This is an optimization exercise on Yosys and OpenROAD, whose aim is small area, a short achievable clock period and few clock cycles per item, not a production implementation.
In this exercise RTL edits were held to simulation tests only and were not proved equivalent to the original.

Design pfe_bld, start of the top module:
module pfe_bld (
    input  wire        clk,
    input  wire        rst,
    input  wire        in_valid,
    output wire        in_ready,
    input  wire [4:0]  in_op,
    input  wire [31:0] in_src,
    input  wire [31:0] in_dst,
    output reg         out_valid,
    input  wire        out_ready,
    output reg  [31:0] out_pix
);
    genvar i;
    reg        vi;
    reg [4:0]  opi;
    reg [31:0] srci, dsti;
    reg        v0;
    reg [4:0]  op0;
    reg [31:0] src0, dst0;
    reg        db0;               
    reg        bu0;               
    reg [2:0]  need0;             
    reg        busy0;             
    reg [2:0]  ph;                
    reg [10:0] a1r [0:2];
    reg [2:0]  m1gr;
    reg [9:0]  b2r [0:2];
    reg [2:0]  gr;
    reg [7:0]  den [0:2];
    reg [9:0]  den3 [0:2];
    reg [2:0]  vuse;
    reg        axn0;              
    reg        v1;
    reg        sv;                
    reg        v2;
    wire       fire2 = v2 && !sv;                      
    wire       free1 = !v1 || !v2 || !sv;               
    wire       adv1  = v1 && (!v2 || !sv);              
    wire       ldp   = !v0 || (!busy0 && free1);        
    wire       adv0  = v0 && !busy0 && free1;
    assign in_ready  = !vi || ldp;
    always @(posedge clk) begin
        if (rst) vi <= 1'b0;
        else if (in_ready) vi <= in_valid;
        if (in_ready) begin
            opi  <= in_op;
            srci <= in_src;
            dsti <= in_dst;
        end
    end
    wire [7:0] sa = src0[31:24];
    wire [7:0] da = dst0[31:24];
    wire [10:0] pa1 [0:2];
    wire [9:0]  pb2 [0:2];
    wire [2:0]  pm1g, pg, pneed;
    wire [7:0]  pden [0:2];
    generate
        for (i = 0; i < 3; i = i + 1) begin : g_prep
            pfe_bld_prep u_prep (
                .op(opi), .s(srci[8*i +: 8]), .d(dsti[8*i +: 8]),
                .sa(srci[31:24]), .da(dsti[31:24]),
                .a1(pa1[i]), .m1g(pm1g[i]), .b2(pb2[i]), .g(pg[i]),
                .need(pneed[i]), .den(pden[i])
            );
        end
    endgenerate
    reg  [7:0] rem [0:2];
    reg  [7:0] qs  [0:2];
    reg  [2:0] sat;
    wire [2:0] sat_now;
    wire all_sat = &(sat_now | ~need0);
    always @(posedge clk) begin
        if (rst) v0 <= 1'b0;
        else if (ldp) v0 <= vi;
        if (ldp) begin
  ...
Size in the first run: roughly 740 flip-flops, roughly 90000 um2 of cells after synthesis.
clock: 16.0 ns
lec_check: 0
cap_margin: 20
core_margin: 2
core_utilization: 40
slew_margin: 20
standard.sh (not shown) runs the stock make flow with config.mk's settings and CLKGATE_MAP_FILE= SYNTH_SCRIPT=/design/flow/synth_recipe.tcl, a recipe that flattens the netlist after the stock synthesis.
==> flow/flow/run.sh <==
#!/bin/bash
set -euo pipefail
bash standard.sh SETUP_SLACK_MARGIN=10 finish > standard.log 2>&1
Testbench counts at the start, summed over its fixed seeds: cycles 23,653, items 16,384.
==> next run, changes <==
==> flow/flow/run.sh (replaced) <==
#!/bin/bash
set -euo pipefail
bash standard.sh SETUP_SLACK_MARGIN=9.5 finish > standard.log 2>&1
=> The new run completed with no timing, DRC or antenna violations; die area does not change; hold slack loses 33 ps; final area shrinks by about 4%; utilization shrinks by 2.0 points; worst setup slack degrades by 340 ps; final cell count goes down by about 1.8%; first-iteration DRC count climbs by 2.4%; via count is lower by 2.6%.
==> next run, changes <==
==> flow/flow/run.sh (replaced) <==
#!/bin/bash
set -euo pipefail
bash standard.sh SETUP_SLACK_MARGIN=10.5 finish > standard.log 2>&1
Effect:
- The new run ran to the end with no violations
- core utilization increases by 4.0 points
- cell area increases by a little under a tenth
- critical path depth decreases by 3
- setup slack is better by 380 ps
- clock skew decreases by 5.6 ps
- die area is unchanged
- global-route usage increases by 1.6 points
- via count increases by a few percent
- maximum frequency increases by a few percent
- area after synthesis is unchanged

## before
Another version of the RTL of pfe_bld (not shown whole).
For scale: about 610 flip-flops, ~110 I/O pins, ~85000 sq um of cells after synthesis.
## pfe_bld
module pfe_bld (
    input  wire        clk,
    input  wire        rst,
    input  wire        in_valid,
    output wire        in_ready,
    input  wire [4:0]  in_op,
    input  wire [31:0] in_src,
    input  wire [31:0] in_dst,
    output reg         out_valid,
    input  wire        out_ready,
    output reg  [31:0] out_pix
);
Settings: LEC_CHECK=0, CAP_MARGIN=50, CORE_MARGIN=2, CORE_UTILIZATION=40, PLACE_DENSITY=0.7, SETUP_SLACK_MARGIN=5, SLEW_MARGIN=50; clock period 16.0 ns.
run.sh (not shown) runs the stock make flow with config.mk's settings and CLKGATE_MAP_FILE= SYNTH_SCRIPT=/design/flow/synth_recipe.tcl, a recipe that flattens the netlist after the stock synthesis.
Stock flow here: none of the scripts above is used.
before was carried through to the last stage, and its layout satisfied the timing, design-rule and antenna checks.
Testbench counts of before, summed over its fixed seeds: cycles 24,846, items 16,384.
### before -> after
- changing CAP_MARGIN from 50 to 20
- removing PLACE_DENSITY (formerly 0.7)
- changing SLEW_MARGIN from 50 to 20
Findings:
Diff after and before: final-layout fill cell count higher in after
Changes observed in after relative to before: count of clock-net buffers in the final layout increased 9; setup slack after layout now smaller; via count now smaller.
Fraction of area in registers across after and before: no real change.
Average detailed-routed wire length per instance sits higher in after than in before.
There was hardly any difference in post-detailed-placement half-perimeter wirelength between after and before.
Relative to before, routed length on met2 has decreased by about 0.8% in after.
Compared after against before; global-route wire length before repair within noise.

Starting RTL as in the previous note.
==> flow/design.v (excerpt) <==
module pfe_bld (
    input  wire        clk,
    input  wire        rst,
    input  wire        in_valid,
    output wire        in_ready,
    input  wire [4:0]  in_op,
    input  wire [31:0] in_src,
    input  wire [31:0] in_dst,
    output reg         out_valid,
    input  wire        out_ready,
    output reg  [31:0] out_pix
);
Settings: LEC_CHECK=0, CAP_MARGIN=20, CORE_MARGIN=2, CORE_UTILIZATION=40, SLEW_MARGIN=20; clock period 16.0 ns.
standard.sh (not shown) runs the stock make flow with config.mk's settings and CLKGATE_MAP_FILE= SYNTH_SCRIPT=/design/flow/synth_recipe.tcl, a recipe that flattens the netlist after the stock synthesis.
==> flow/flow/run.sh <==
#!/bin/bash
set -euo pipefail
bash standard.sh SETUP_SLACK_MARGIN=9 finish > standard.log 2>&1
Testbench counts at the start, summed over its fixed seeds: cycles 24,846, items 16,384.
Change:
==> flow/flow/run.sh (replaced) <==
#!/bin/bash
set -euo pipefail
bash standard.sh SETUP_SLACK_MARGIN=10 finish > standard.log 2>&1
Core utilization rises by 2.7 points.
Setup slack gains 0.62 ns.
Wire length rises by 4.1%.
Register-to-register slack gains 0.62 ns.

-- afterwards: timing with drivers on the ports --
No port has a modelled driver above. Below, the same layouts with a new extraction and two added sets of constraints.
Step 1 assumes that a clkbuf_16 drives the clock port and a buf_2 every other input.
Step 2 moves the port delays by t, midway between the first and last clock arrival at a register: inputs arrive t later, outputs are due t later. That takes back most of the time a late clock gives input paths.
Three values: ideal, step 1, step 2; two values: the first two.
run | t, ns | slack for setup (ns) | hold slack, ns | worst setup path after step 2 | slew at the worst register clock pin (ns)
the first run of note 1 | 0.824 | 10.053 / 10.032 / 10.053 | 0.535 / 0.535 / 0.535 | register to register | 0.07 / 0.07
the second run of note 1 | 0.815 | 9.715 / 9.715 / 9.715 | 0.502 / 0.502 / 0.502 | register to register | 0.08 / 0.08
the third run of note 1 | 0.832 | 10.090 / 10.090 / 10.090 | 0.525 / 0.525 / 0.525 | register to register | 0.07 / 0.07
before | 0.787 | 9.027 / 9.027 / 9.027 | 0.536 / 0.536 / 0.536 | register to register | 0.07 / 0.07
after | 0.776 | 8.906 / 8.906 / 8.906 | 0.528 / 0.528 / 0.528 | register to register | 0.08 / 0.08
the first run of note 3 | 0.803 | 9.263 / 9.263 / 9.263 | 0.530 / 0.530 / 0.530 | register to register | 0.08 / 0.08
the second run of note 3 | 0.809 | 9.881 / 9.881 / 9.881 | 0.524 / 0.524 / 0.524 | register to register | 0.08 / 0.08
After both steps setup and hold are still met in every run listed.
